Source: an optimization exercise on an open RTL-to-GDS flow (aim: small area). Production flows keep margins and buffers that such runs may drop. The RTL was checked by simulation tests, not by an equivalence proof against the original design. Power figures rest on the tool's default switching activity, not on a simulated workload.

## flow/run.sh

```bash
#!/bin/bash
# Standard ORFS layout, with three changes that only affect area:
#  - the combinational logic of the standard synthesis is re-mapped for area
#    (flow/remap.tcl; flip-flops, their cells and names are kept),
#  - ports get the smallest buffer (buf_1),
#  - the clock tree uses clkbuf_4 without dummy loads.
set -euo pipefail
export BUFFER_PORTS_ARGS="-buffer_cell sky130_fd_sc_hd__buf_1"
export CTS_ARGS="-sink_clustering_enable -repair_clock_nets -dont_use_dummy_load -buf_list sky130_fd_sc_hd__clkbuf_4 -sink_clustering_size 10 -sink_clustering_max_diameter 60"
RES="$PWD/orfs/results/$FLOW_PLATFORM/tbacc/base"
bash standard.sh synth > synth.log 2>&1
cp "$RES/1_2_yosys.v" 1_2_yosys.standard.v
REMAP_LIB="$FLOW_HOME/platforms/$FLOW_PLATFORM/lib/sky130_fd_sc_hd__tt_025C_1v80.lib" \
REMAP_NET="$RES/1_2_yosys.v" yosys -c flow/remap.tcl > remap.log 2>&1
rm -f "$RES/1_synth.odb"
bash standard.sh > standard.log 2>&1
```

## flow/remap.tcl

```tcl
# Re-map the combinational logic of the standard synthesis for area.
# The flip-flops (their cells and instance names) are kept as they are.
set lib $::env(REMAP_LIB)
set net $::env(REMAP_NET)
yosys read_verilog $net
yosys read_liberty -ignore_miss_func $lib
yosys hierarchy -top tbacc
set ffs [list]
foreach c [split [string trim [exec grep -o {sky130_fd_sc_hd__[a-z0-9_]*} $net | sort -u]] "\n"] {
  if {[regexp {__(df|edf|sdf|dl)} $c]} { lappend ffs $c }
}
yosys setattr -mod -set blackbox 1 {*}$ffs
yosys flatten
yosys rename -hide w:*.*
yosys opt_clean
yosys opt -full
yosys abc -liberty $lib -dont_use *lpflow* -dont_use *probe*
yosys opt_clean -purge
yosys hilomap -singleton -hicell sky130_fd_sc_hd__conb_1 HI -locell sky130_fd_sc_hd__conb_1 LO
yosys insbuf -buf sky130_fd_sc_hd__buf_4 A X
yosys splitnets
yosys opt_clean -purge
yosys read_liberty -lib $lib
yosys tee -o remap_stat.txt stat -liberty $lib
yosys check -assert -mapped
yosys write_verilog -noattr -nohex -nodec $net
```

## config.mk

```make
export PLATFORM = sky130hd
export DESIGN_NAME = tbacc
export DESIGN_NICKNAME = tbacc
export VERILOG_FILES = /design/flow/design.v
export SDC_FILE = /design/flow/constraint.sdc
export NUM_CORES = 4
export LEC_CHECK = 0
export ABC_AREA = 1
export CAP_MARGIN = 20
export CORE_MARGIN = 2
export CORE_UTILIZATION = 40
export PLACE_DENSITY = 0.6
export SLEW_MARGIN = 20
```

## standard.sh

```bash
#!/bin/bash
# synth_recipe.tcl (not shown) runs the flow's synth.tcl, then flattens the netlist and writes it again
# the make line also repeats each setting of config.mk as NAME=value (left out here)
make -C /OpenROAD-flow-scripts/flow DESIGN_CONFIG=/design/flow/config.mk WORK_HOME=/design/flow/orfs CLKGATE_MAP_FILE= SYNTH_SCRIPT=/design/flow/synth_recipe.tcl "${@:-finish}"
```

## constraint.sdc

```tcl
create_clock -name core_clock -period 12.5 [get_ports {clk}]
set_input_delay 2.5000 -clock core_clock [delete_from_list [all_inputs] [get_ports {clk}]]
set_output_delay 2.5000 -clock core_clock [all_outputs]
set_load 0.01 [all_outputs]
```

## design.v

```verilog
module tbacc (
    input  wire         clk,
    input  wire         rst,
    input  wire         cmd_valid,
    output wire         cmd_ready,
    input  wire [7:0]   cmd_op,
    input  wire [63:0]  cmd_a,
    input  wire [63:0]  cmd_b,
    output wire         rsp_valid,
    output wire [7:0]   rsp_status,
    output wire [63:0]  rsp_data,
    output wire         mem_req,
    output wire         mem_wide,
    output wire [31:0]  mem_addr,
    input  wire         mem_ack,
    input  wire [63:0]  mem_rdata,
    input  wire         mem_err,
    output wire [63:0]  value_o,
    output wire [15:0]  status_o
);
    localparam [63:0] K0 = 64'h736f6d6570736575;
    localparam [63:0] K1 = 64'h646f72616e646f6d;
    localparam [63:0] K2 = 64'h6c7967656e657261;
    localparam [63:0] K3 = 64'h7465646279746573;
    localparam [3:0] S_IDLE   = 4'd0,
                     S_PREP   = 4'd1,
                     S_RESP   = 4'd2,
                     S_VCLR   = 4'd3,
                     S_APP    = 4'd4,
                     S_VPASS  = 4'd5,
                     S_ROUND  = 4'd6,
                     S_DIGEST = 4'd7,
                     S_WZERO  = 4'd8,
                     S_GSEL   = 4'd9,
                     S_RSUB   = 4'd10,
                     S_RDROT  = 4'd11,
                     S_RDREQ  = 4'd12,
                     S_CW     = 4'd13,
                     S_CINC   = 4'd14;
    reg [3:0]  st;
    reg [4:0]  ph;
    reg [3:0]  t4;          
    reg [63:0] v0, v1, v2, v3;
    reg [63:0] val;
    reg [63:0] w;
    reg [31:0] cur;
    reg [31:0] rem;
    reg [1:0]  f;           
    reg        is_fin;      
    reg [4:0]  wph;         
    reg [2:0]  q;           
    reg [1:0]  rnd;         
    reg        fin;         
    reg        bytes;       
    reg        wide;        
    reg [2:0]  cr;          
    reg [3:0]  nr;          
    reg [2:0]  j;           
    reg [2:0]  rlo;         
    reg        rhinz;       
    reg        c0, c2;      
    reg        cv;          
    reg        cc;          
    reg        snz;         
    reg        bi;          
    reg [1:0]  h0, h2;      
    reg [1:0]  h3a, h3b, h3c;
    reg        h3d;         
    wire at31 = (ph == 5'd31);
    wire at15 = (t4 == 4'd15);
    wire op_init  = (cmd_op == 8'h01);
    wire op_c8    = (cmd_op == 8'h10);
    wire op_c16   = (cmd_op == 8'h11);
    wire op_c32   = (cmd_op == 8'h12);
    wire op_c64   = (cmd_op == 8'h13) || (cmd_op == 8'h14);
    wire op_comb  = op_c8 | op_c16 | op_c32 | op_c64;
    wire op_bytes = (cmd_op == 8'h18);
    wire op_final = (cmd_op == 8'h20);
    wire op_legal = op_init | op_comb | op_bytes | op_final;
    wire [3:0] op_n = op_c8 ? 4'd1 : op_c16 ? 4'd2 : op_c32 ? 4'd4 : 4'd8;
    wire [1:0] sb = cmd_b[{ph, 1'b0} +: 2];
    wire in_round = (st == S_ROUND);
    wire q0 = (q == 3'd0), q1 = (q == 3'd1), q2 = (q == 3'd2),
         q3 = (q == 3'd3), q4 = (q == 3'd4);
    wire ph0 = (ph == 5'd0);
    wire ph_ge4  = (ph >= 5'd4);
    wire ph_ge17 = (ph >= 5'd17);
    wire rA = in_round & q0;                                    
    wire rB = in_round & ((q0 & !ph0) | (q1 & ph0));            
    wire rC = in_round & ((q1 & !ph0) | (q2 & ph0));            
    wire rD = in_round & ((q1 & ph_ge4) | (q2 & !ph_ge4));      
    wire rE = in_round & ((q2 & !ph0) | (q3 & ph0));            
    wire rF = in_round & ((q2 & ph_ge17) | (q3 & !ph_ge17));    
    wire rG = in_round & ((q3 & !ph0) | (q4 & ph0));            
    wire rH = in_round & ((q3 & ph_ge17) | (q4 & !ph_ge17));    
    wire round_end = in_round & q4 & (ph == 5'd16);
    wire m_en = !fin | (rnd == 2'd0);
    wire mfin = fin & (rnd == 2'd0);
    wire ffin = fin & (rnd == 2'd1);
    wire [1:0] ve = val[1:0];
    wire [1:0] we = w[1:0];
    wire [4:0] kk = rH ? (ph + 5'd15) : ph;     
    wire [3:0] csum = {1'b0, cr} + nr;
    wire       ov = csum[3];
    wire [2:0] c2n = csum[2:0];
    wire [1:0] mdig = (mfin | (kk[4:2] < cr)) ? ve : we;
    reg  [1:0] vnew;
    reg        cv_n;
    always @(*) begin
        cv_n = cv;
        if (st == S_VCLR) begin
            vnew = 2'b00;
        end else if (mfin) begin
            vnew = {1'b0, (kk == 5'd0)};
        end else if (kk < 5'd28) begin
            if ((kk[4:2] < cr) && !ov)
                vnew = ve;
            else if (kk[4:2] < c2n)
                vnew = we;
            else
                vnew = 2'b00;
        end else begin
            {cv_n, vnew} = {1'b0, ve}
                         + {1'b0, (kk == 5'd28) ? nr[1:0] : (kk == 5'd29) ? nr[3:2] : 2'b00}
                         + {2'b00, (kk == 5'd28) ? 1'b0 : cv};
        end
    end
    wire [1:0] ma = (rA & m_en) ? mdig : 2'b00;
    wire [1:0] a0 = rB ? h0 : v0[1:0];
    wire [1:0] b0 = rB ? v1[63:62] : v3[22:21];
    wire       c0i = ((q0 & (ph == 5'd1)) | (q2 & (ph == 5'd17))) ? 1'b0 : c0;
    wire [2:0] s0 = {1'b0, a0} + {1'b0, b0} + {2'b00, c0i};
    wire [1:0] ffd = (ffin & (ph < 5'd4)) ? 2'b11 : 2'b00;
    wire [1:0] a2 = rA ? (v2[1:0] ^ ffd) : h2;
    wire [1:0] b2 = rA ? (v3[1:0] ^ ma) : v1[50:49];
    wire       c2i = ((q0 & ph0) | (q2 & (ph == 5'd1))) ? 1'b0 : c2;
    wire [2:0] s2 = {1'b0, a2} + {1'b0, b2} + {2'b00, c2i};
    wire init_b = (st == S_PREP) & op_init;      
    wire init_a = (st == S_VCLR);                
    wire [1:0] k0d = K0[{ph, 1'b0} +: 2];
    wire [1:0] k1d = K1[{ph, 1'b0} +: 2];
    wire [1:0] k2d = K2[{ph, 1'b0} +: 2];
    wire [1:0] k3d = K3[{ph, 1'b0} +: 2];
    wire [1:0] v0in = init_a ? (we ^ k0d) :
                      (rB | rF) ? s0[1:0] :
                      (rH & m_en) ? (v0[1:0] ^ mdig) : v0[1:0];
    wire [1:0] v1in = init_b ? (sb ^ k1d) :
                      rC ? (v1[1:0] ^ v0[16:15]) :
                      rG ? (v1[1:0] ^ v2[33:32]) : v1[1:0];
    wire [1:0] v2in = init_a ? (we ^ k2d) :
                      (rA | rE) ? s2[1:0] : v2[1:0];
    wire [1:0] v3in = init_b ? (sb ^ k3d) :
                      rA ? (v3[1:0] ^ ma) :
                      rD ? ({h3c[0], h3d} ^ v2[10:9]) :
                      rH ? (v3[1:0] ^ v0[1:0]) : v3[1:0];
    always @(posedge clk) begin
        v0 <= {v0in, v0[63:2]};
        v1 <= {v1in, v1[63:2]};
        v2 <= {v2in, v2[63:2]};
        v3 <= {v3in, v3[63:2]};
        h0 <= v0[1:0];
        h2 <= v2[1:0];
        h3a <= v3[1:0];
        h3b <= h3a;
        h3c <= h3b;
        h3d <= h3c[1];
        c0 <= s0[2];
        c2 <= s2[2];
    end
    wire val_rot  = (in_round & m_en & (rA | rH)) | (st == S_VPASS) | (st == S_VCLR);
    wire val_wr   = (in_round & rH) | (st == S_VPASS) | (st == S_VCLR);
    wire [1:0] vin = val_wr ? vnew : ve;
    always @(posedge clk) begin
        if (rst)
            val <= 64'd1;
        else if (val_rot)
            val <= {vin, val[63:2]};
        if (val_rot) cv <= cv_n;
    end
    wire w_lda = (st == S_PREP) & at31 & (f == 2'd0) &
                 (op_init | (!is_fin & (op_comb | op_bytes)));
    wire w_ld  = (st == S_RDREQ) & mem_ack & !mem_err;
    wire w_ldw = w_ld & wide;
    wire [4:0] wtgt_app = {3'd0 - cr, 2'b00};
    wire [4:0] wtgt_rd  = {j, 2'b00} - 5'd1;
    wire w_rot = (st == S_PREP) | (st == S_VCLR) | ((st == S_CINC) & bi) |
                 (in_round & m_en & !mfin & (rA | rH)) |
                 (st == S_VPASS) | (st == S_DIGEST) | (st == S_WZERO) |
                 ((st == S_APP) & (wph != wtgt_app)) |
                 ((st == S_RDROT) & !wide & (wph != wtgt_rd));
    wire [1:0] win = (st == S_DIGEST) ? (v0[1:0] ^ v1[1:0] ^ v2[1:0] ^ v3[1:0]) :
                     (rH | (st == S_PREP) | (st == S_VCLR) | (st == S_VPASS) |
                      (st == S_WZERO) | (st == S_CINC) | w_ldw) ? 2'b00 : we;
    wire [63:0] wld = ({{56{w_ldw}}, {8{w_ld}}} & mem_rdata) | ({64{w_lda}} & cmd_a);
    always @(posedge clk) begin
        if (w_rot | w_ld | w_lda)
            w <= {win, w[63:2]} | wld;
    end
    wire [3:0] k16 = t4;
    wire cur_rot = (st == S_CINC);
    wire [1:0] incd = (k16 == 4'd0) ? {1'b0, !wide} : (k16 == 4'd1) ? {wide, 1'b0} : 2'b00;
    wire       cci  = (k16 == 4'd0) ? 1'b0 : cc;
    wire [2:0] cinc = {1'b0, cur[1:0]} + {1'b0, incd} + {2'b00, cci};
    wire [1:0] cin  = bi ? we : cinc[1:0];
    wire [1:0] gd   = (k16 == 4'd0) ? nr[1:0] : (k16 == 4'd1) ? nr[3:2] : 2'b00;
    wire [2:0] rsub = {1'b0, rem[1:0]} - {1'b0, gd} - {2'b00, cci};
    wire [2:0] rsum = {1'b0, we} + {1'b0, rem[1:0]} + {2'b00, cci};
    wire rem_wr = ((st == S_PREP) & !ph[4]) | (st == S_RSUB);
    wire [1:0] rin  = (st == S_PREP) ? sb : rsub[1:0];
    always @(posedge clk) begin
        if (cur_rot) cur <= {cin, cur[31:2]};
        rem <= {rem_wr ? rin : rem[1:0], rem[31:2]};
        if (rem_wr) begin
            if (k16 == 4'd0) rlo[1:0] <= rin;
            if (k16 == 4'd1) begin rlo[2] <= rin[0]; rhinz <= rin[1]; end
            else if (k16 != 4'd0) rhinz <= rhinz | (rin != 2'b00);
        end
        if (st == S_CINC) begin
            cc  <= bi ? rsum[2] : cinc[2];
            snz <= (k16 == 4'd0) ? (rsum[1:0] != 2'b00) : (snz | (rsum[1:0] != 2'b00));
        end else if (st == S_RSUB) begin
            cc <= rsub[2];
        end
    end
    wire [2:0] clo = cur[2:0];
    wire [3:0] k8  = 4'd8 - {1'b0, clo};
    wire       g_wide = (clo == 3'd0) & rhinz;
    wire [3:0] g_n = g_wide ? 4'd8 :
                     (rhinz | ({1'b0, rlo} >= k8)) ? k8 : {1'b0, rlo};
    wire       g_done = !rhinz & (rlo == 3'd0);
    always @(posedge clk) begin
        if (rst) begin
            st     <= S_IDLE;
            ph     <= 5'd0;
            t4     <= 4'd0;
            f      <= 2'd0;
            is_fin <= 1'b1;
        end else begin
            ph <= ph + (round_end ? 5'd16 : 5'd1);
            t4 <= (st == S_IDLE) ? 4'd0 : t4 + 4'd1;
            case (st)
                S_IDLE: if (cmd_valid && at31) st <= S_PREP;
                S_PREP: if (at31) begin
                    fin   <= 1'b0;
                    bytes <= 1'b0;
                    bi    <= 1'b0;
                    if (f != 2'd0) begin
                        st <= S_RESP;
                    end else if (!op_legal) begin
                        f  <= 2'd2;
                        st <= S_RESP;
                    end else if (op_init) begin
                        is_fin <= 1'b0;
                        st     <= S_VCLR;
                    end else if (is_fin) begin
                        f  <= 2'd1;
                        st <= S_RESP;
                    end else if (op_bytes) begin
                        bytes <= 1'b1;
                        bi    <= 1'b1;
                        st    <= S_CW;
                    end else if (op_final) begin
                        is_fin <= 1'b1;
                        fin    <= 1'b1;
                        rnd    <= 2'd0;
                        q      <= 3'd0;
                        st     <= S_ROUND;
                    end else begin
                        cr <= val[58:56];
                        nr <= op_n;
                        st <= S_APP;
                    end
                end
                S_RESP: st <= S_IDLE;
                S_VCLR: if (at31) st <= S_RESP;
                S_APP: if ((wph == wtgt_app) && at31) begin
                    q  <= 3'd0;
                    st <= ov ? S_ROUND : S_VPASS;
                end
                S_VPASS: if (at31) st <= bytes ? S_GSEL : S_RESP;
                S_ROUND: begin
                    if (at31) q <= q + 3'd1;
                    if (round_end) begin
                        q <= 3'd0;
                        if (fin) begin
                            if (rnd == 2'd3) st <= S_DIGEST;
                            rnd <= rnd + 2'd1;
                        end else begin
                            st <= bytes ? S_GSEL : S_RESP;
                        end
                    end
                end
                S_DIGEST: if (at31) st <= S_RESP;
                S_WZERO: if (wph == 5'd31) begin
                    bi <= 1'b0;
                    if (bi & !(cc & snz)) begin
                        st <= S_GSEL;
                    end else begin
                        if (bi) f <= 2'd2;
                        st <= S_RESP;
                    end
                end
                S_GSEL: begin
                    if (g_done) begin
                        st <= S_RESP;
                    end else if (at15) begin
                        nr   <= g_n;
                        wide <= g_wide;
                        j    <= 3'd0;
                        st   <= S_RSUB;
                    end
                end
                S_RSUB: if (at15) st <= S_RDROT;
                S_RDROT: if (wide || (wph == wtgt_rd)) st <= S_RDREQ;
                S_RDREQ: if (mem_ack) begin
                    if (mem_err) begin
                        f  <= 2'd3;
                        st <= S_WZERO;
                    end else begin
                        st <= S_CW;
                    end
                end
                S_CW: if (at15) st <= S_CINC;
                S_CINC: if (at15) begin
                    if (bi) begin
                        st <= S_WZERO;
                    end else if (wide || ({1'b0, j} == nr - 4'd1)) begin
                        cr <= val[58:56];
                        st <= S_APP;
                    end else begin
                        j  <= j + 3'd1;
                        st <= S_RDROT;
                    end
                end
                default: st <= S_IDLE;
            endcase
        end
    end
    always @(posedge clk) begin
        if ((st == S_PREP) || ((st == S_RDREQ) && mem_ack && (mem_err || wide)))
            wph <= 5'd0;
        else if (w_rot | w_ld)
            wph <= wph + 5'd1;
    end
    wire [7:0] fcode = {5'd0, f == 2'd3, f == 2'd2, f[0] ^ f[1]};
    assign cmd_ready  = (st == S_PREP) & at31;
    assign rsp_valid  = (st == S_RESP);
    assign rsp_status = fcode;
    assign rsp_data   = w;
    assign mem_req    = (st == S_RDREQ);
    assign mem_wide   = wide;
    assign mem_addr   = cur;
    assign value_o    = val;
    assign status_o   = {fcode, 6'd0, (f != 2'd0), is_fin};
endmodule
```

==> metrics.log, run 1 <==
[metrics] result of the run: complete, no violations
[metrics] share of the clock period used by the worst path: a little over two fifths
[metrics] maximum operating frequency: roughly 0.19 GHz
[metrics] fraction of power spent switching nets: 31.5%
[metrics] synthesized instance count: approximately 1400
[metrics] setup bufs post-CTS: 0
[metrics] register clock-pin slew on the reported worst setup and hold paths: 100 ps
[metrics] Pint: 2.41 mW
[metrics] starting density of the core: between 40% and 50%
[metrics] CTS tree: built
[metrics] maximum clock skew at final layout: 103 ps
[metrics] maximum VDD drop: ~140 uV
[metrics] final-stage net count: 2082
[metrics] pin count of the biggest net entering global routing: 67
[metrics] clock buffer depth: 3
[metrics] Die Outline Area: 43500 um2
[metrics] hold slack: roughly 280 ps
[metrics] average size of a mapped cell: 11.7 um2
[metrics] highest net fanout along the worst path: 25
[metrics] drt first-iter violations: 1055
[metrics] Data arrival, critical path: approximately 2900 ps
[metrics] critical path start-end classification: reg2out
[metrics] global-route wire length before repair: 69400 um
[metrics] Power Total: 3.51 mW
[metrics] overall track demand over capacity in global routing: 20.4%
[metrics] final number of hold-violating endpoints: 0
[metrics] Psw: 1.10 mW
[metrics] final critical-path required period: 5360 ps
[metrics] placeable core region: 41100 um2
[metrics] Synth Cell Area: 16700 um2
[metrics] Util after Layout: 47.0%
[metrics] count of instances resized after the clock tree is built: 0
[metrics] WP data required: 10000 ps
[metrics] number of clock buffers inserted by TritonCTS: 60
[metrics] final slew viol count: 0
[metrics] cell leakage power: between 6 and 7 nW
[metrics] number of filler cells placed in the layout: 3880
[metrics] unrepaired setup endpoints after global routing: false
[metrics] antenna violations before repair: 2
[metrics] capturing element type of the critical path: primary output
[metrics] number of buffers inserted for hold repair after clock tree synthesis: 0
[metrics] most common cell after layout, fill and taps aside: dfxtp_1
[metrics] relative slew slack: 28.0%
[metrics] Max H-tree Level: 2
[metrics] Pre-antenna DRT Iters: 6
[metrics] Power Dens Cells: between 150 and 200 nW/um2
[metrics] yosys synthesis warning count: 1
[metrics] Die Ht: 209 um
[metrics] worst min-delay path category: reg2reg
[metrics] Flop pwr share: 58.8%
[metrics] DR DRC count: 0
[metrics] DRT Wirelength: 45600 um
[metrics] HPWL reported at the end of detailed placement: 32800 um
[metrics] grt ovf: 0
[metrics] final-report setup violation count: 0
[metrics] slew at the pin with the worst max-slew slack: between 1000 and 1500 ps
[metrics] residual antenna-violating net count after detailed routing: 0
[metrics] total via count in the routed design: 12700
[metrics] Top-Level Pins: 393
[metrics] portion of total power attributed to combinational logic: between 20% and 30%
[metrics] Clock Latency Late Sink: 800 ps
[metrics] type of element launching the critical path: register
[metrics] leading cell types in the layout, fill and taps excluded: dfxtp_1, buf_1, nand2_1
[metrics] number of I/O port buffers: 376
[metrics] setup_tns: 0 ps
[metrics] area delta synth->final: 15.4%
[metrics] Clock power frac: 20.0%
[metrics] number of cell rows: 74
[metrics] via count of the first global-routing pass: 12200
[metrics] max-cap viol count: 0
[metrics] average detailed-routed wire length per instance: roughly 19 um
[metrics] clock root buffer master: clkbuf_4
[metrics] Die Wd: 209 um
[metrics] Clock Sinks: roughly 500
[metrics] routed via count divided by cell count: 5.29
[metrics] share of post-route cells with drive strength above 1: between 4 and 5%
[metrics] gp weighted congestion: 0.900
[power by group through the flow]
stage	Sequential [mW]	Combinational, mW	Clock (mW)
global placement	2.10	0.734	0
global route	2.08	0.811	0.808
finish	2.06	0.744	0.702
floorplan	2.13	0.413	0
detailed placement	2.09	0.740	0
CTS	2.06	0.744	0.745
[flip-flops by register name (all words and copies together) (netlist names), 4 cells and up]
| register | flops |
|---|---|
| ph | 5 |
| t4 | 4 |
| v0 | 64 |
| rem | 32 |
| nr | 4 |
| v1 | 64 |
| val | 64 |
| wph | 5 |
| st | 4 |
| cur | 32 |
| w | 64 |
| v2 | 64 |
| v3 | 64 |
[stage by stage]
step / std cells / setup slack (ps) / cell area, um2
detailed placement: 2347 / 7430 / 18900
global placement: 2347 / 7550 / 18900
global route: 2409 / 6880 / 19300
finish: 2409 / 7140 / 19300
CTS: 2407 / 7090 / 19300
floorplan: 1447 / 5270 / 16800
[layer usage]
metal | GRT usage (%) | routed length, um | vias up
met5 | 0 | 0 | -
met4 | 6.82 | 1150 | 0
met3 | 5.15 | 3690 | 80
met2 | 32.8 | 21100 | 553
met1 | 26.9 | 19700 | 6042
li1 | - | - | 6061
[final timing paths]
path,slack (ps),depth (start not counted),to,startpoint
max,7140,6,cmd_ready,ph[4]
min,280,0,v1[15],v1[17]
max reg2reg,7720,13,v2[63],st[2]
min reg2reg,280,0,v1[15],v1[17]
[critical path, cell delays in order, from the launching register on]
cell,delay [ps]
dfxtp_1,980
nand2_1,250
nor3_1,200
buf_4,190
nand2_1,170
clkinv_1,140
buf_1,160
[layout make-up]
cell class              instances  area, um2  share of cell area (%)
multi-input cells             904       5260                    27.2
repair buffers                388       1500                    7.77
inverters                      15       56.3                   0.291
well taps                     532        666                    3.44
clock buffers                  60        450                    2.33
flip-flops and latches        508      11400                    58.9
diodes                          2       5.00                  0.0259
==> inputs of run 2 (changes only) <==
--- a/design.v
+++ b/design.v
@@ -34,5 +34,4 @@
                      S_GSEL   = 4'd9,
                      S_RSUB   = 4'd10,
-                     S_RDROT  = 4'd11,
                      S_RDREQ  = 4'd12,
                      S_CW     = 4'd13,
@@ -56,7 +55,4 @@
     reg [2:0]  cr;          
     reg [3:0]  nr;          
-    reg [2:0]  j;           
-    reg [2:0]  rlo;         
-    reg        rhinz;       
     reg        c0, c2;      
     reg        cv;          
@@ -183,13 +179,12 @@
     wire w_ldw = w_ld & wide;
     wire [4:0] wtgt_app = {3'd0 - cr, 2'b00};
-    wire [4:0] wtgt_rd  = {j, 2'b00} - 5'd1;
     wire w_rot = (st == S_PREP) | (st == S_VCLR) | ((st == S_CINC) & bi) |
                  (in_round & m_en & !mfin & (rA | rH)) |
                  (st == S_VPASS) | (st == S_DIGEST) | (st == S_WZERO) |
                  ((st == S_APP) & (wph != wtgt_app)) |
-                 ((st == S_RDROT) & !wide & (wph != wtgt_rd));
+                 ((st == S_CINC) & !wide & (k16 < 4'd3));
     wire [1:0] win = (st == S_DIGEST) ? (v0[1:0] ^ v1[1:0] ^ v2[1:0] ^ v3[1:0]) :
                      (rH | (st == S_PREP) | (st == S_VCLR) | (st == S_VPASS) |
-                      (st == S_WZERO) | (st == S_CINC) | w_ldw) ? 2'b00 : we;
+                      (st == S_WZERO) | ((st == S_CINC) & bi) | w_ldw) ? 2'b00 : we;
     wire [63:0] wld = ({{56{w_ldw}}, {8{w_ld}}} & mem_rdata) | ({64{w_lda}} & cmd_a);
     always @(posedge clk) begin
@@ -203,24 +198,22 @@
     wire [2:0] cinc = {1'b0, cur[1:0]} + {1'b0, incd} + {2'b00, cci};
     wire [1:0] cin  = bi ? we : cinc[1:0];
-    wire [1:0] gd   = (k16 == 4'd0) ? nr[1:0] : (k16 == 4'd1) ? nr[3:2] : 2'b00;
+    wire [1:0] gd   = (k16 == 4'd0) ? g_n[1:0] : (k16 == 4'd1) ? nr[3:2] : 2'b00;
     wire [2:0] rsub = {1'b0, rem[1:0]} - {1'b0, gd} - {2'b00, cci};
     wire [2:0] rsum = {1'b0, we} + {1'b0, rem[1:0]} + {2'b00, cci};
-    wire rem_wr = ((st == S_PREP) & !ph[4]) | (st == S_RSUB);
+    wire rem_wr = ((st == S_PREP) & !ph[4]) | (st == S_RSUB) |
+                  ((st == S_GSEL) & (k16 == 4'd0) & !g_done);
     wire [1:0] rin  = (st == S_PREP) ? sb : rsub[1:0];
     always @(posedge clk) begin
         if (cur_rot) cur <= {cin, cur[31:2]};
         rem <= {rem_wr ? rin : rem[1:0], rem[31:2]};
-        if (rem_wr) begin
-            if (k16 == 4'd0) rlo[1:0] <= rin;
-            if (k16 == 4'd1) begin rlo[2] <= rin[0]; rhinz <= rin[1]; end
-            else if (k16 != 4'd0) rhinz <= rhinz | (rin != 2'b00);
-        end
         if (st == S_CINC) begin
             cc  <= bi ? rsum[2] : cinc[2];
             snz <= (k16 == 4'd0) ? (rsum[1:0] != 2'b00) : (snz | (rsum[1:0] != 2'b00));
-        end else if (st == S_RSUB) begin
+        end else if ((st == S_GSEL) | (st == S_RSUB)) begin
             cc <= rsub[2];
         end
     end
+    wire [2:0] rlo   = rem[2:0];
+    wire       rhinz = (rem[31:3] != 29'd0);
     wire [2:0] clo = cur[2:0];
     wire [3:0] k8  = 4'd8 - {1'b0, clo};
@@ -301,16 +294,14 @@
                     end
                 end
-                S_GSEL: begin
+                S_GSEL: if (k16 == 4'd0) begin
                     if (g_done) begin
                         st <= S_RESP;
-                    end else if (at15) begin
+                    end else begin
                         nr   <= g_n;
                         wide <= g_wide;
-                        j    <= 3'd0;
                         st   <= S_RSUB;
                     end
                 end
-                S_RSUB: if (at15) st <= S_RDROT;
-                S_RDROT: if (wide || (wph == wtgt_rd)) st <= S_RDREQ;
+                S_RSUB: if (at15) st <= S_RDREQ;
                 S_RDREQ: if (mem_ack) begin
                     if (mem_err) begin
@@ -325,10 +316,9 @@
                     if (bi) begin
                         st <= S_WZERO;
-                    end else if (wide || ({1'b0, j} == nr - 4'd1)) begin
+                    end else if (wide || (wph[4:2] == nr[2:0] - 3'd1)) begin
                         cr <= val[58:56];
                         st <= S_APP;
                     end else begin
-                        j  <= j + 3'd1;
-                        st <= S_RDROT;
+                        st <= S_RDREQ;
                     end
                 end
@@ -340,4 +330,6 @@
         if ((st == S_PREP) || ((st == S_RDREQ) && mem_ack && (mem_err || wide)))
             wph <= 5'd0;
+        else if (st == S_GSEL)
+            wph <= 5'd31;       
         else if (w_rot | w_ld)
             wph <= wph + 5'd1;
--- a/flow/remap.tcl
+++ b/flow/remap.tcl
@@ -18,5 +18,5 @@
 yosys opt_clean -purge
 yosys hilomap -singleton -hicell sky130_fd_sc_hd__conb_1 HI -locell sky130_fd_sc_hd__conb_1 LO
-yosys insbuf -buf sky130_fd_sc_hd__buf_4 A X
+yosys insbuf -buf sky130_fd_sc_hd__buf_1 A X
 yosys splitnets
 yosys opt_clean -purge
==> metrics.log, run 2 <==
[metrics] result of the run: complete, no violations
[metrics] Flop pwr share: about two thirds
[metrics] cell leakage power: 6.62 nW
[metrics] area of combinational cells with multiple inputs: 5160 um2
[metrics] maximum clock skew at final layout: 76.2 ps
[metrics] number of I/O port buffers: 376
[metrics] maximum VDD drop: 67.6 uV
[metrics] relative slew slack: between 20% and 30%
[metrics] Pre-antenna DRT Iters: 6
[metrics] area taken by flip-flops and latches: 11200 um2
[metrics] highest net fanout along the worst path: 21
[metrics] Clock power frac: between 20 and 30%
[metrics] most common cell after layout, fill and taps aside: dfxtp_1
[metrics] gp weighted congestion: approximately 0.94
[metrics] depth of the worst register-to-register path: 13
[metrics] count of instances resized after the clock tree is built: 0
[metrics] placeable core region: 40600 um2
[metrics] final slew viol count: 0
[metrics] DR DRC count: 0
[metrics] register clock-pin slew on the reported worst setup and hold paths: 90 ps
[metrics] synthesized instance count: between 1000 and 1500
[metrics] via count of the first global-routing pass: 11500
[metrics] critical path start-end classification: reg2out
[metrics] portion of total power attributed to combinational logic: 3.2%
[metrics] final-stage net count: 2064
[metrics] final-report setup violation count: 0
[metrics] final critical-path required period: 5720 ps
[metrics] routed via count divided by cell count: approximately 5.3
[metrics] average detailed-routed wire length per instance: 18.8 um
[metrics] setup_tns: 0 ps
[metrics] clock buffer depth: 3
[metrics] Die Wd: approximately 210 um
[metrics] Die Ht: 206 um
[metrics] Clock Latency Late Sink: 810 ps
[metrics] number of buffers inserted for hold repair after clock tree synthesis: 0
[metrics] CTS tree: built
[metrics] delay of the slowest cell on the worst path: 740 ps
[metrics] Top-Level Pins: 393
[metrics] capturing element type of the critical path: primary output
[metrics] residual antenna-violating net count after detailed routing: 0
[metrics] worst min-delay path category: reg2reg
[metrics] pin count of the biggest net entering global routing: ~80
[metrics] area delta synth->final: 16.1%
[metrics] Max H-tree Level: 2
[metrics] total via count in the routed design: 12700
[metrics] slew at the pin with the worst max-slew slack: between 1000 and 1500 ps
[metrics] hold slack: 293 ps
[metrics] clock root buffer master: clkbuf_4
[metrics] Clock Sinks: between 500 and 600
[metrics] starting density of the core: between 40% and 50%
[metrics] Die Outline Area: 42600 um2
[metrics] share of post-route cells with drive strength above 1: 4.31%
[metrics] Pint: between 1.5 and 2 mW
[metrics] Power Dens Cells: ~130 nW/um2
[metrics] DRT Wirelength: approximately 45000 um
[metrics] share of the clock period used by the worst path: 45.7%
[metrics] cell breakdown of the critical path: and3_1, nand3_1, nor2_1, buf_1
[metrics] maximum operating frequency: 0.175 GHz
[metrics] Hold Path Cell Cnt: 0
[metrics] Max stage delay cell, worst path: dfxtp_1
[metrics] average size of a mapped cell: 11.6 um2
[metrics] fraction of power spent switching nets: 22.0%
[metrics] type of element launching the critical path: register
[metrics] max-cap viol count: 0
[metrics] antenna violations before repair: 4
[metrics] unrepaired setup endpoints after global routing: false
[metrics] leading cell types in the layout, fill and taps excluded: dfxtp_1, buf_1, nand2_1
[metrics] number of filler cells placed in the layout: 3817
[metrics] Psw: ~540 uW
[metrics] final number of hold-violating endpoints: 0
[metrics] global-route wire length before repair: 65100 um
[metrics] setup bufs post-CTS: 0
[metrics] HPWL reported at the end of detailed placement: 31800 um
[metrics] number of clock buffers inserted by TritonCTS: 60
[metrics] Data arrival, critical path: between 3000 and 4000 ps
[metrics] Synth Cell Area: 16400 um2
[metrics] WP data required: 10000 ps
[metrics] yosys synthesis warning count: 1
[metrics] grt ovf: 0
[metrics] number of cell rows: 74
[metrics] drt first-iter violations: 1039
[metrics] overall track demand over capacity in global routing: 19.9%
run 2: through the flow:
stage | utilization, % | instances | instance area [um2] | worst slack, ps | total power, mW
final | 46.8 | 2390 | 19000 | 6780 | 2.43
after global routing | 46.8 | 2390 | 19000 | 6550 | 2.54
after CTS | 46.8 | 2389 | 19000 | 6720 | 2.47
after detailed placement | 45.7 | 2329 | 18600 | 7260 | 1.76
after global placement | 45.6 | 2329 | 18600 | 7400 | 1.76
after floorplan | - | 1428 | 16400 | 3700 | 1.72
run 2: critical path, delay by kind of cell, from the launching register on:
family	cells	cell delay, ps
and+or+nand+nor	3	1480
DFF	1	740
buffers and inverters	1	200
run 2: final timing paths:
check / slack, ps / start / to
max: 6780 / ph[0] / cmd_ready
min: 290 / v2[36] / v2[34]
max reg2reg: 7770 / st[2] / v2[63]
min reg2reg: 290 / v2[36] / v2[34]
run 2: final cells by class:
| cell class | count | area share (%) |
|---|---|---|
| flip-flops and latches | 501 | 58.8 |
| repair buffers | 389 | 7.94 |
| diodes | 1 | 0.0132 |
| inverters | 12 | 0.237 |
| well taps | 532 | 3.50 |
| multi-input cells | 895 | 27.1 |
| clock buffers | 60 | 2.37 |
run 2: routing by layer:
metal | share of wire (%) | global-route usage, % | up-vias
met3 | 8.7 | 4.90 | 86
li1 | - | - | 6038
met2 | 45 | 31.2 | 589
met4 | 3.1 | 8.24 | 6
met1 | 43 | 26.1 | 6012
met5 | 0.098 | 0 | -
run 2: power by group through the flow:
stage          logic (mW)  clock network (mW)  registers [mW]
2_1_floorplan      0.0334                   0            1.69
3_3_place_gp       0.0760                   0            1.69
3_5_place_dp       0.0765                   0            1.69
4_1_cts            0.0770               0.742            1.65
5_1_grt            0.0856               0.804            1.65
6_report           0.0783               0.704            1.65
==> inputs of run 3 (changes only) <==
--- a/flow/run.sh
+++ b/flow/run.sh
@@ -12,5 +12,5 @@
 cp "$RES/1_2_yosys.v" 1_2_yosys.standard.v
 REMAP_LIB="$FLOW_HOME/platforms/$FLOW_PLATFORM/lib/sky130_fd_sc_hd__tt_025C_1v80.lib" \
-REMAP_NET="$RES/1_2_yosys.v" yosys -c flow/remap.tcl > remap.log 2>&1
+REMAP_ABC="$PWD/flow/area.abc" REMAP_NET="$RES/1_2_yosys.v" yosys -c flow/remap.tcl > remap.log 2>&1
 rm -f "$RES/1_synth.odb"
 bash standard.sh > standard.log 2>&1
==> flow/area.abc (new file) <==
strash
&get -n
&deepsyn -T 120
&put
dch -f
map -a
topo
--- a/flow/remap.tcl
+++ b/flow/remap.tcl
@@ -15,5 +15,5 @@
 yosys opt_clean
 yosys opt -full
-yosys abc -liberty $lib -dont_use *lpflow* -dont_use *probe*
+yosys abc -script $::env(REMAP_ABC) -liberty $lib -dont_use *lpflow* -dont_use *probe*
 yosys opt_clean -purge
 yosys hilomap -singleton -hicell sky130_fd_sc_hd__conb_1 HI -locell sky130_fd_sc_hd__conb_1 LO
==> metrics.log, run 3 <==
[metrics] final-report setup violation count: 0
[metrics] crit-path leading delay family: simple AND/OR/NAND/NOR gates
[metrics] starting density of the core: 40.6%
[metrics] yosys synthesis warning count: 1
[metrics] global-route wire length before repair: 68900 um
[metrics] setup_tns: 0 ps
[metrics] final critical-path required period: 5830 ps
[metrics] overall track demand over capacity in global routing: 21.6%
[metrics] final-stage net count: 2099
[metrics] HPWL reported at the end of detailed placement: around 35000 um
[metrics] Data arrival, critical path: 3330 ps
[metrics] DR DRC count: 0
[metrics] Power Total: ~2.6 mW
[metrics] total via count in the routed design: 12500
[metrics] drt first-iter violations: about 900
[metrics] max-cap viol count: 0
[metrics] number of buffers inserted for hold repair after clock tree synthesis: 0
[metrics] Hold Path Cell Cnt: 0
[metrics] capturing element type of the critical path: primary output
[metrics] CTS tree: built
[metrics] depth of the worst register-to-register path: 23
[metrics] Hold Path End: v0[15]
[metrics] pre-CTS setup slack: 6920 ps
[metrics] number of I/O port buffers: 376
[metrics] number of cell rows: between 70 and 80
[metrics] Power Dens Cells: about 140 nW/um2
[metrics] via count of the first global-routing pass: about 12000
[metrics] Clock Latency Late Sink: 800 ps
[metrics] endpoint of the most critical register-to-register path: v2[63]
[metrics] Die Ht: 205 um
[metrics] startpoint of the most critical hold path: v0[17]
[metrics] result of the run: complete, no violations
[metrics] Post-Place Cells: 2359
[metrics] average size of a mapped cell: 11.1 um2
[metrics] pin count of the biggest net entering global routing: 67
[metrics] synthesized instance count: 1454
[metrics] final number of hold-violating endpoints: 0
[metrics] DRT Wirelength: 46500 um
[metrics] area taken by flip-flops and latches: 11200 um2
[metrics] residual antenna-violating net count after detailed routing: 0
[metrics] Top-Level Pins: 393
[metrics] number of filler cells placed in the layout: between 3000 and 4000
[metrics] Pre-antenna DRT Iters: 5
[metrics] Post-DP Area: 18400 um2
[metrics] type of element launching the critical path: register
[metrics] routed via count divided by cell count: 5.15
[metrics] maximum operating frequency: 0.172 GHz
[metrics] leading cell types in the layout, fill and taps excluded: dfxtp_1, buf_1, clkinv_1
[metrics] number of standard cells in the final layout excluding fillers: 2422
[metrics] flop2flop setup slack: 6800 ps
[metrics] final slew viol count: 0
[metrics] WP data required: 10000 ps
[metrics] register clock-pin slew on the reported worst setup and hold paths: approximately 90 ps
[metrics] worst min-delay path category: reg2reg
[metrics] clock root buffer master: clkbuf_4
[metrics] clock buffer depth: 3
[metrics] area of combinational cells with multiple inputs: 4320 um2
[metrics] hold slack: 284 ps
[metrics] most common cell after layout, fill and taps aside: dfxtp_1
[metrics] Max H-tree Level: 2
[metrics] grt ovf: 0
[metrics] gp weighted congestion: 0.909
[metrics] Max stage delay cell, worst path: nor2_2
[metrics] relative slew slack: 32.9%
[metrics] critical path start-end classification: reg2out
[metrics] unrepaired setup endpoints after global routing: false
[metrics] share of the clock period used by the worst path: 46.6%
[metrics] worst setup slack after layout: 6670 ps
[metrics] count of buffer and inverter cells on the critical path: 3
[metrics] placeable core region: 39900 um2
[metrics] setup bufs post-CTS: 0
[metrics] reg-to-reg startpoint: st[2]
[metrics] antenna violations before repair: 7
[metrics] highest net fanout along the worst path: 15
[metrics] slew at the pin with the worst max-slew slack: roughly 1000 ps
[metrics] maximum VDD drop: 67.2 uV
[metrics] cell breakdown of the critical path: clkinv_1, nor2_2, clkinv_1, nor2_1, nand2_1, nor2_1, buf_1
[metrics] Die Outline Area: 42200 um2
[metrics] Clock Sinks: 501
[metrics] Die Wd: around 200 um
[metrics] cell leakage power: about 6.6 nW
[metrics] maximum clock skew at final layout: 54.6 ps
[metrics] Util after Layout: 47.1%
[metrics] count of instances resized after the clock tree is built: 0
[metrics] delay of the slowest cell on the worst path: between 500 and 600 ps
[metrics] average detailed-routed wire length per instance: 19.2 um
[metrics] cell area after layout: 18800 um2
[metrics] area delta synth->final: 16.0%
[metrics] share of post-route cells with drive strength above 1: 7.72%
[metrics] Synth Cell Area: 16200 um2
[metrics] number of clock buffers inserted by TritonCTS: 58
==> run 3: worst max-delay path by stage <==
| stage | startpoint | end | slack, ps | depth (start not counted) |
|---|---|---|---|---|
| floorplan | st[3] | wph[4] | 6860 | 19 |
| global placement | mem_err | wph[4] | 6980 | 14 |
| detailed placement | mem_err | wph[3] | 6920 | 13 |
| CTS | ph[1] | cmd_ready | 6200 | 7 |
| global route | st[2] | v2[63] | 6260 | 23 |
| finish | ph[1] | cmd_ready | 6670 | 7 |
==> run 3: where the power goes <==
group	switching (mW)	internal, mW	total, mW
Clock	0.480	0.212	0.692
Sequential	0.0367	1.71	1.75
Combinational	0.0793	0.0529	0.132
Total	0.596	1.97	2.57
==> run 3: layout make-up <==
class	instances	share of cell area [%]
Sequential cell	501	59.4
Antenna cell	5	0.0665
Inverter	194	3.87
Timing Repair Buffer	385	7.86
Multi-Input combinational cell	754	22.9
Clock buffer	58	2.31
Tap cell	525	3.49
==> run 3: per-layer routing <==
| layer | vias up | GRT usage, % | wire [um] |
|---|---|---|---|
| li1 | 5990 | - | - |
| met1 | 5872 | 27.2 | 19200 |
| met2 | 503 | 35.5 | 22100 |
| met3 | 101 | 4.81 | 3360 |
| met4 | 2 | 10.2 | 1870 |
| met5 | - | 0 | 13 |
==> inputs of run 4 (changes only) <==
--- a/flow/run.sh
+++ b/flow/run.sh
@@ -7,5 +7,5 @@
 set -euo pipefail
 export BUFFER_PORTS_ARGS="-buffer_cell sky130_fd_sc_hd__buf_1"
-export CTS_ARGS="-sink_clustering_enable -repair_clock_nets -dont_use_dummy_load -buf_list sky130_fd_sc_hd__clkbuf_4 -sink_clustering_size 10 -sink_clustering_max_diameter 60"
+export CTS_ARGS="-sink_clustering_enable -repair_clock_nets -dont_use_dummy_load -buf_list sky130_fd_sc_hd__clkbuf_4 -sink_clustering_size 8 -sink_clustering_max_diameter 60"
 RES="$PWD/orfs/results/$FLOW_PLATFORM/tbacc/base"
 bash standard.sh synth > synth.log 2>&1
==> flow/area.abc (replaced) <==
strash
&get -n
&deepsyn -T 90
&put
dch
amap -A 10 -F 2
topo
==> metrics.log, run 4 <==
[metrics] result of the run: complete, no violations
[metrics] setup_tns: 0 ps
[metrics] gp weighted congestion: 0.929
[metrics] Top-Level Pins: between 300 and 400
[metrics] relative slew slack: 35.5%
[metrics] critical path start-end classification: reg2out
[metrics] depth of the worst register-to-register path: 23
[metrics] type of element launching the critical path: register
[metrics] cell area after layout: 18600 um2
[metrics] HPWL reported at the end of detailed placement: 33300 um
[metrics] final-stage net count: 2023
[metrics] antenna violations before repair: 2
[metrics] average detailed-routed wire length per instance: 19.1 um
[metrics] unrepaired setup endpoints after global routing: false
[metrics] pre-CTS setup slack: 6620 ps
[metrics] DRT Wirelength: 44700 um
[metrics] share of the clock period used by the worst path: 53.7%
[metrics] clock buffer depth: 3
[metrics] yosys synthesis warning count: 1
[metrics] Die Wd: 204 um
[metrics] register clock-pin slew on the reported worst setup and hold paths: 80 ps
[metrics] Power Dens Cells: 145 nW/um2
[metrics] capturing element type of the critical path: primary output
[metrics] maximum operating frequency: 0.149 GHz
[metrics] maximum VDD drop: between 60 and 70 uV
[metrics] number of clock buffers inserted by TritonCTS: 74
[metrics] area delta synth->final: 17.0%
[metrics] Post-Place Cells: about 2300
[metrics] Synth Cell Area: 15900 um2
[metrics] placeable core region: 39500 um2
[metrics] count of instances resized after the clock tree is built: 0
[metrics] pin count of the biggest net entering global routing: 68
[metrics] number of cell rows: 73
[metrics] most common cell after layout, fill and taps aside: dfxtp_1
[metrics] highest net fanout along the worst path: 10
[metrics] setup bufs post-CTS: 0
[metrics] DR DRC count: 0
[metrics] max-cap viol count: 0
[metrics] final number of hold-violating endpoints: 0
[metrics] clock root buffer master: clkbuf_4
[metrics] final critical-path required period: ~6700 ps
[metrics] total via count in the routed design: between 10000 and 15000
[metrics] CTS tree: built
[metrics] worst setup slack after layout: 5790 ps
[metrics] worst min-delay path category: reg2reg
[metrics] WP data required: approximately 10000 ps
[metrics] drt first-iter violations: 1189
[metrics] global-route wire length before repair: 66000 um
[metrics] Clock Latency Late Sink: 740 ps
[metrics] number of standard cells in the final layout excluding fillers: 2343
[metrics] maximum clock skew at final layout: between 80 and 90 ps
[metrics] final slew viol count: 0
[metrics] routed via count divided by cell count: roughly 5.3
[metrics] final-report setup violation count: 0
[metrics] Die Ht: 204 um
[metrics] cell leakage power: 6.46 nW
[metrics] residual antenna-violating net count after detailed routing: 0
[metrics] slew at the pin with the worst max-slew slack: 944 ps
[metrics] leading cell types in the layout, fill and taps excluded: dfxtp_1, buf_1, clkinv_1
[metrics] Hold Path Cell Cnt: 0
[metrics] Clock Sinks: 501
[metrics] Data arrival, critical path: 4210 ps
[metrics] Max H-tree Level: 3
[metrics] Pre-antenna DRT Iters: 6
[metrics] overall track demand over capacity in global routing: 20.8%
[metrics] number of filler cells placed in the layout: 3833
[metrics] share of post-route cells with drive strength above 1: 4.79%
[metrics] Post-DP Area: 18100 um2
[metrics] synthesized instance count: 1365
[metrics] grt ovf: 0
[metrics] number of I/O port buffers: 376
[metrics] average size of a mapped cell: 11.7 um2
[metrics] starting density of the core: 40.3%
[metrics] number of buffers inserted for hold repair after clock tree synthesis: 0
[metrics] Die Outline Area: 41400 um2
[metrics] via count of the first global-routing pass: 11700
==> run 4: cell count changes in the layout (fill, tap and decap cells not counted), moves of 16 or more <==
cell	delta
nand3_1	-27
a221o_1	+65
a22oi_1	-20
nor2_1	-30
nand2_1	-65
a221o_2	-62
clkbuf_4	+16
o22ai_1	+22
==> run 4: worst paths after layout <==
kind | start | end | slack [ps]
min reg2reg | v2[63] | v2[61] | 300
max reg2reg | ph[0] | v2[63] | 6550
min | v2[63] | v2[61] | 300
max | ph[1] | cmd_ready | 5790
==> run 4: worst max-delay path, cell delays in order, from the launching register on <==
cell and delay (ps):
dfxtp_1 460, clkinv_1 250, nor2_1 570, clkinv_1 340, nor2_1 380, clkinv_1 250
nor2_1 190, clkinv_1 130, nor2_1 230, clkinv_1 170, nor2_1 250, buf_1 300
==> run 4: stage by stage <==
step	utilization, %	power [mW]	hold WS, ps
6_report	47.1	2.70	304
2_1_floorplan	-	1.89	310
3_5_place_dp	45.7	1.96	312
3_3_place_gp	45.7	1.96	310
4_1_cts	47.1	2.74	315
5_1_grt	47.1	2.83	304
==> run 4: area by class of cell <==
class / count / area, um2 / area share, %
multi-input cells: 676 / 4100 / 22.0
clock buffers: 74 / 556 / 2.98
inverters: 183 / 687 / 3.69
diodes: 2 / 5.00 / 0.0268
repair buffers: 382 / 1460 / 7.81
flip-flops and latches: 501 / 11200 / 60.0
well taps: 525 / 657 / 3.52
==> run 4: per-layer routing <==
metal	GRT usage [%]	wire [um]	up-vias
li1	-	-	5893
met2	29.8	19300	670
met5	0	0	-
met4	7.82	1240	0
met3	6.68	4690	91
met1	29.3	19500	5879
==> run 4: report_power, final <==
part / switching [mW] / internal [mW] / leakage (nW) / total, mW
clock network: 0.494 / 0.273 / 0.340 / 0.767
logic: 0.0853 / 0.0555 / 1.92 / 0.141
registers: 0.0434 / 1.75 / 4.20 / 1.79
==> inputs of run 5 (changes only) <==
--- a/design.v
+++ b/design.v
@@ -56,9 +56,8 @@
     reg [3:0]  nr;          
     reg        c0, c2;      
-    reg        cv;          
     reg        cc;          
     reg        snz;         
     reg        bi;          
-    reg [1:0]  h0, h2;      
+    reg [1:0]  hx;          
     reg [1:0]  h3a, h3b, h3c;
     reg        h3d;         
@@ -104,5 +103,5 @@
     reg        cv_n;
     always @(*) begin
-        cv_n = cv;
+        cv_n = cc;
         if (st == S_VCLR) begin
             vnew = 2'b00;
@@ -119,14 +118,14 @@
             {cv_n, vnew} = {1'b0, ve}
                          + {1'b0, (kk == 5'd28) ? nr[1:0] : (kk == 5'd29) ? nr[3:2] : 2'b00}
-                         + {2'b00, (kk == 5'd28) ? 1'b0 : cv};
+                         + {2'b00, (kk == 5'd28) ? 1'b0 : cc};
         end
     end
     wire [1:0] ma = (rA & m_en) ? mdig : 2'b00;
-    wire [1:0] a0 = rB ? h0 : v0[1:0];
+    wire [1:0] a0 = rB ? hx : v0[1:0];
     wire [1:0] b0 = rB ? v1[63:62] : v3[22:21];
     wire       c0i = ((q0 & (ph == 5'd1)) | (q2 & (ph == 5'd17))) ? 1'b0 : c0;
     wire [2:0] s0 = {1'b0, a0} + {1'b0, b0} + {2'b00, c0i};
     wire [1:0] ffd = (ffin & (ph < 5'd4)) ? 2'b11 : 2'b00;
-    wire [1:0] a2 = rA ? (v2[1:0] ^ ffd) : h2;
+    wire [1:0] a2 = rA ? (v2[1:0] ^ ffd) : hx;
     wire [1:0] b2 = rA ? (v3[1:0] ^ ma) : v1[50:49];
     wire       c2i = ((q0 & ph0) | (q2 & (ph == 5'd1))) ? 1'b0 : c2;
@@ -155,6 +154,5 @@
         v2 <= {v2in, v2[63:2]};
         v3 <= {v3in, v3[63:2]};
-        h0 <= v0[1:0];
-        h2 <= v2[1:0];
+        hx <= q[1] ? v2[1:0] : v0[1:0];
         h3a <= v3[1:0];
         h3b <= h3a;
@@ -172,5 +170,4 @@
         else if (val_rot)
             val <= {vin, val[63:2]};
-        if (val_rot) cv <= cv_n;
     end
     wire w_lda = (st == S_PREP) & at31 & (f == 2'd0) &
@@ -207,5 +204,7 @@
         if (cur_rot) cur <= {cin, cur[31:2]};
         rem <= {rem_wr ? rin : rem[1:0], rem[31:2]};
-        if (st == S_CINC) begin
+        if (val_rot) begin
+            cc  <= cv_n;
+        end else if (st == S_CINC) begin
             cc  <= bi ? rsum[2] : cinc[2];
             snz <= (k16 == 4'd0) ? (rsum[1:0] != 2'b00) : (snz | (rsum[1:0] != 2'b00));
==> metrics.log, run 5 <==
[metrics] result of the run: complete, no violations
[metrics] synthesized instance count: approximately 1400
[metrics] type of element launching the critical path: register
[metrics] capturing element type of the critical path: primary output
[metrics] Top-Level Pins: 393
[metrics] count of buffer and inverter cells on the critical path: 3
[metrics] Clock Sinks: 498
[metrics] via count of the first global-routing pass: 12000
[metrics] number of clock buffers inserted by TritonCTS: 73
[metrics] highest net fanout along the worst path: 8
[metrics] Synth Cell Area: about 16000 um2
[metrics] DR DRC count: 0
[metrics] maximum operating frequency: about 0.17 GHz
[metrics] average detailed-routed wire length per instance: slightly below 20 um
[metrics] cell breakdown of the critical path: clkinv_1, nor2_1, nand2_1, nor2_1, clkinv_1, nor2_1, buf_1
[metrics] share of post-route cells with drive strength above 1: 4.89%
[metrics] starting density of the core: between 40% and 50%
[metrics] overall track demand over capacity in global routing: about 22%
[metrics] critical path start-end classification: reg2out
[metrics] Clock Latency Late Sink: approximately 750 ps
[metrics] clock root buffer master: clkbuf_4
[metrics] Die Outline Area: 41200 um2
[metrics] routed via count divided by cell count: 5.29
[metrics] unrepaired setup endpoints after global routing: false
[metrics] grt ovf: 0
[metrics] area delta synth->final: 17.1%
[metrics] portion of total power attributed to combinational logic: 19.2%
[metrics] most common cell after layout, fill and taps aside: dfxtp_1
[metrics] HPWL reported at the end of detailed placement: 34800 um
[metrics] average size of a mapped cell: 11.6 um2
[metrics] Die Ht: 203 um
[metrics] global-route wire length before repair: 69500 um
[metrics] Pint: 2.39 mW
[metrics] fraction of power spent switching nets: 31.2%
[metrics] final-report setup violation count: 0
[metrics] Power Dens Cells: 188 nW/um2
[metrics] max-cap viol count: 0
[metrics] crit-path leading delay family: simple AND/OR/NAND/NOR gates
[metrics] register clock-pin slew on the reported worst setup and hold paths: 90 ps
[metrics] maximum VDD drop: 106 uV
[metrics] pin count of the biggest net entering global routing: 65
[metrics] Data arrival, critical path: ~3300 ps
[metrics] final slew viol count: 0
[metrics] leading cell types in the layout, fill and taps excluded: dfxtp_1, buf_1, clkinv_1
[metrics] placeable core region: 38800 um2
[metrics] number of cell rows: just over 70
[metrics] share of the clock period used by the worst path: between 40 and 50%
[metrics] cell leakage power: 6.41 nW
[metrics] setup bufs post-CTS: 0
[metrics] Pre-antenna DRT Iters: 6
[metrics] yosys synthesis warning count: 1
[metrics] Flop pwr share: between 50% and 60%
[metrics] Clock power frac: 22.0%
[metrics] delay of the slowest cell on the worst path: 470 ps
[metrics] maximum clock skew at final layout: approximately 66 ps
[metrics] drt first-iter violations: 888
[metrics] final number of hold-violating endpoints: 0
[metrics] total via count in the routed design: 12400
[metrics] slew at the pin with the worst max-slew slack: 951 ps
[metrics] final-stage net count: 2026
[metrics] clock buffer depth: 3
[metrics] antenna violations before repair: 3
[metrics] Post-Place Cells: 2264
[metrics] setup_tns: 0 ps
[metrics] worst min-delay path category: reg2reg
[metrics] number of buffers inserted for hold repair after clock tree synthesis: 0
[metrics] Psw: 1.08 mW
[metrics] CTS tree: built
[metrics] relative slew slack: 36.0%
[metrics] final critical-path required period: 5810 ps
[metrics] Max H-tree Level: 3
[metrics] count of instances resized after the clock tree is built: 0
[metrics] Max stage delay cell, worst path: dfxtp_1
[metrics] gp weighted congestion: 0.936
[metrics] number of I/O port buffers: 376
[metrics] DRT Wirelength: 46300 um
[metrics] Die Wd: 203 um
[metrics] most numerous cell on the critical path: nor2_1
[metrics] residual antenna-violating net count after detailed routing: 0
[metrics] number of standard cells in the final layout excluding fillers: 2342
[metrics] WP data required: 10000 ps
## run 5: worst register-to-register path: stages, from the launching register on
cell and delay [ps]:
dfxtp_1 460, clkinv_1 190, nor2_1 170, clkinv_1 120, nor2_1 490, clkinv_1 380
nor3_1 380, o22ai_1 350, nor2_1 310, nor2_1 70, a21oi_1 210, o21ai_0 140
o22ai_1 160, a21oi_1 60, a21oi_1 180, or2_0 190, o21ai_0 130, o22ai_1 310
clkinv_1 150, o221ai_1 230, o21ai_0 200, o21ai_0 330, nor2_1 90, a21oi_1 110
o21ai_0 80, a31oi_1 170
## run 5: path summary, 6_finish.rpt
kind / to / cells past startpoint / startpoint / slack, ps
setup reg to reg: v2[63] / 25 / st[1] / 6760
hold / removal: v1[20] / 0 / v1[22] / 300
hold reg to reg: v1[20] / 0 / v1[22] / 300
setup / recovery: cmd_ready / 7 / ph[3] / 6690
## run 5: power by group through the flow
stage	registers (mW)	clock network, mW	logic (mW)
2_1_floorplan	2.09	0	0.344
3_3_place_gp	2.08	0	0.664
3_5_place_dp	2.08	0	0.667
4_1_cts	2.05	0.807	0.673
5_1_grt	2.07	0.872	0.727
6_report	2.04	0.764	0.668
## run 5: routing by layer
layer | vias up | part of all wire [%] | GRT usage, %
met5 | - | 0 | 0
met4 | 0 | 3.6 | 9.12
met3 | 101 | 7.9 | 5.12
met2 | 573 | 47 | 36.2
met1 | 5822 | 42 | 28.0
li1 | 5896 | - | -
## run 5: area by class of cell
type	count	area [um2]
flip-flops and latches	498	11100
repair buffers	386	1490
fillers	3650	20300
inverters	168	632
clock buffers	73	548
well taps	518	648
diodes	5	12.5
multi-input cells	694	4080
## run 5: per-stage QoR
step | util (%) | instance area [um2] | hold slack, ps | power (mW) | setup slack (ps)
floorplan | - | 15900 | 310 | 2.43 | 5970
global placement | 46.2 | 17900 | 310 | 2.75 | 6980
detailed placement | 46.2 | 17900 | 312 | 2.75 | 6800
CTS | 47.6 | 18500 | 300 | 3.53 | 6670
global route | 47.7 | 18500 | 306 | 3.66 | 6120
finish | 47.7 | 18500 | 299 | 3.48 | 6690
==> inputs of run 6 (changes only) <==
--- a/flow/run.sh
+++ b/flow/run.sh
@@ -7,5 +7,5 @@
 set -euo pipefail
 export BUFFER_PORTS_ARGS="-buffer_cell sky130_fd_sc_hd__buf_1"
-export CTS_ARGS="-sink_clustering_enable -repair_clock_nets -dont_use_dummy_load -buf_list sky130_fd_sc_hd__clkbuf_4 -sink_clustering_size 8 -sink_clustering_max_diameter 60"
+export CTS_ARGS="-sink_clustering_enable -repair_clock_nets -dont_use_dummy_load -buf_list sky130_fd_sc_hd__clkbuf_4 -sink_clustering_size 10 -sink_clustering_max_diameter 40"
 RES="$PWD/orfs/results/$FLOW_PLATFORM/tbacc/base"
 bash standard.sh synth > synth.log 2>&1
==> metrics.log, run 6 <==
[metrics] result of the run: complete, no violations
[metrics] WP data required: 10000 ps
[metrics] area delta synth->final: 17.0%
[metrics] portion of total power attributed to combinational logic: 19.2%
[metrics] average detailed-routed wire length per instance: slightly below 20 um
[metrics] Crit path depth: 7
[metrics] Pre-antenna DRT Iters: 7
[metrics] DRT Wirelength: 46200 um
[metrics] Synth Cell Area: 15800 um2
[metrics] Die Ht: between 200 and 250 um
[metrics] Clock Sinks: 498
[metrics] fraction of power spent switching nets: 31.0%
[metrics] Power Dens Cells: about 190 nW/um2
[metrics] leading cell types in the layout, fill and taps excluded: dfxtp_1, buf_1, clkinv_1
[metrics] CTS tree: built
[metrics] most numerous cell on the critical path: nor2_1
[metrics] slew at the pin with the worst max-slew slack: 958 ps
[metrics] maximum clock skew at final layout: 61.3 ps
[metrics] pre-CTS setup slack: 6800 ps
[metrics] layer with the highest usage: met2
[metrics] Top-Level Pins: 393
[metrics] hold slack: 283 ps
[metrics] met2 routing resource usage after global routing: 35.8%
[metrics] placeable core region: 38800 um2
[metrics] final slew viol count: 0
[metrics] number of I/O port buffers: 376
[metrics] maximum VDD drop: 106 uV
[metrics] area of combinational cells with multiple inputs: between 4000 and 5000 um2
[metrics] max-cap viol count: 0
[metrics] final-report setup violation count: 0
[metrics] average size of a mapped cell: around 12 um2
[metrics] register clock-pin slew on the reported worst setup and hold paths: 90 ps
[metrics] Die Wd: 203 um
[metrics] final critical-path required period: between 5000 and 6000 ps
[metrics] Max stage delay cell, worst path: nor2_1
[metrics] crit-path leading delay family: simple AND/OR/NAND/NOR gates
[metrics] drt first-iter violations: 924
[metrics] routed via count divided by cell count: 5.31
[metrics] clock root buffer master: clkbuf_4
[metrics] number of cell rows: 72
[metrics] type of element launching the critical path: register
[metrics] overall track demand over capacity in global routing: a little over a fifth
[metrics] number of buffers inserted for hold repair after clock tree synthesis: 0
[metrics] grt ovf: 0
[metrics] cell breakdown of the critical path: clkinv_1, nor2_1, nand2_1, nor2_1, clkinv_1, nor2_1, buf_1
[metrics] Die Outline Area: ~41000 um2
[metrics] final-stage net count: between 2000 and 2500
[metrics] starting density of the core: 40.7%
[metrics] via count of the first global-routing pass: between 10000 and 15000
[metrics] residual antenna-violating net count after detailed routing: 0
[metrics] Clock power frac: 21.8%
[metrics] clock buffer depth: 3
[metrics] area taken by flip-flops and latches: 11100 um2
[metrics] Data arrival, critical path: 3260 ps
[metrics] share of the clock period used by the worst path: 46.1%
[metrics] number of clock buffers inserted by TritonCTS: 73
[metrics] worst setup slack after layout: 6740 ps
[metrics] depth of the worst register-to-register path: 25
[metrics] synthesized instance count: 1365
[metrics] delay of the slowest cell on the worst path: 470 ps
[metrics] Psw: 1.07 mW
[metrics] final number of hold-violating endpoints: 0
[metrics] Hold Path Cell Cnt: 0
[metrics] relative slew slack: a little over a third
[metrics] Pint: 2.39 mW
[metrics] met1 Track Usage GR: 28.1%
[metrics] setup bufs post-CTS: 0
[metrics] Flop pwr share: 59.0%
[metrics] met3 track utilization from global routing: 5.04%
[metrics] setup_tns: 0 ps
[metrics] gp weighted congestion: 0.936
[metrics] DR DRC count: 0
[metrics] count of buffer and inverter cells on the critical path: 3
[metrics] number of filler cells placed in the layout: 3673
[metrics] count of instances resized after the clock tree is built: 0
[metrics] maximum operating frequency: 0.174 GHz
[metrics] pin count of the biggest net entering global routing: 65
[metrics] yosys synthesis warning count: 1
[metrics] HPWL reported at the end of detailed placement: between 30000 and 40000 um
[metrics] antenna violations before repair: 2
[metrics] global-route wire length before repair: 69000 um
[metrics] Max H-tree Level: 3
[metrics] share of post-route cells with drive strength above 1: 4.89%
[metrics] critical path start-end classification: reg2out
[metrics] highest net fanout along the worst path: 8
[metrics] most common cell after layout, fill and taps aside: dfxtp_1
[metrics] unrepaired setup endpoints after global routing: false
[metrics] Clock Latency Late Sink: 740 ps
[metrics] total via count in the routed design: approximately 12000
[metrics] capturing element type of the critical path: primary output
[metrics] cell leakage power: between 6 and 7 nW
[metrics] worst min-delay path category: reg2reg
==> run 6: cell count changes in the layout (fill, tap and decap cells not counted), sizes merged <==
cell	delta
diode	-3
==> run 6: final cells by class <==
class | instances | share of cell area [%]
flip-flops and latches | 498 | 60.0
clock buffers | 73 | 2.96
multi-input cells | 694 | 22.0
well taps | 518 | 3.50
diodes | 2 | 0.0270
inverters | 168 | 3.41
repair buffers | 386 | 8.03
==> run 6: path summary, 6_finish.rpt <==
kind         startpoint        end  slack, ps
max reg2reg       st[1]     v2[63]       6800
min              v0[27]     v0[25]        280
min reg2reg      v0[27]     v0[25]        280
max               ph[3]  cmd_ready       6740
==> run 6: power groups by stage <==
| stage | clock (mW) | combinational [mW] | sequential (mW) |
|---|---|---|---|
| floorplan | 0 | 0.344 | 2.09 |
| global placement | 0 | 0.664 | 2.08 |
| detailed placement | 0 | 0.667 | 2.08 |
| CTS | 0.795 | 0.673 | 2.05 |
| global route | 0.858 | 0.727 | 2.07 |
| finish | 0.755 | 0.667 | 2.04 |
==> run 6: metal layers <==
| metal | part of all wire (%) | up-vias |
|---|---|---|
| met5 | 0 | - |
| met4 | 3.5 | 0 |
| met3 | 8.0 | 88 |
| met2 | 47 | 611 |
| met1 | 42 | 5843 |
| li1 | - | 5872 |
==> run 6: per-stage QoR <==
step / std cells / power (mW) / instance area, um2 / utilization [%]
2_1_floorplan: 1380 / 2.43 / 15900 / -
6_report: 2339 / 3.47 / 18500 / 47.7
3_5_place_dp: 2264 / 2.75 / 17900 / 46.2
3_3_place_gp: 2264 / 2.75 / 17900 / 46.2
5_1_grt: 2339 / 3.65 / 18500 / 47.7
4_1_cts: 2337 / 3.52 / 18500 / 47.6

==> what the ideal ports hide <==
How much do the figures lean on ideal ports? The routed layouts below were timed once more, with nothing changed but the port constraints.
Step 1 sets driving cells, clkbuf_16 on the clock port and buf_2 on the other inputs (assumed; they add their load-dependent delay and slew).
Step 2, shift: input delay + t, output delay - t, t = (earliest + latest rising clock arrival at the registers) / 2. This alone moves slack from input paths to output paths.
a / b / c = ideal / step 1 / step 2; a / b = the first two.
run | t, ns | setup WS [ns] | hold WS [ns]
run 1 | 0.799 | 7.143 / 7.096 / 7.285 | 0.276 / 0.276 / 0.276
run 2 | 0.813 | 6.784 / 6.739 / 7.152 | 0.293 / 0.293 / 0.293
run 3 | 0.801 | 6.670 / 6.629 / 6.797 | 0.284 / 0.284 / 0.284
run 4 | 0.750 | 5.789 / 5.736 / 6.486 | 0.304 / 0.304 / 0.304
run 5 | 0.768 | 6.686 / 6.638 / 6.576 | 0.299 / 0.299 / 0.299
run 6 | 0.746 | 6.737 / 6.692 / 6.632 | 0.283 / 0.283 / 0.283
After both steps setup and hold are still met in every run listed. For run 5, which loses most, drivers alone change the setup slack by -0.048 ns; drivers and shift together by -0.110 ns.
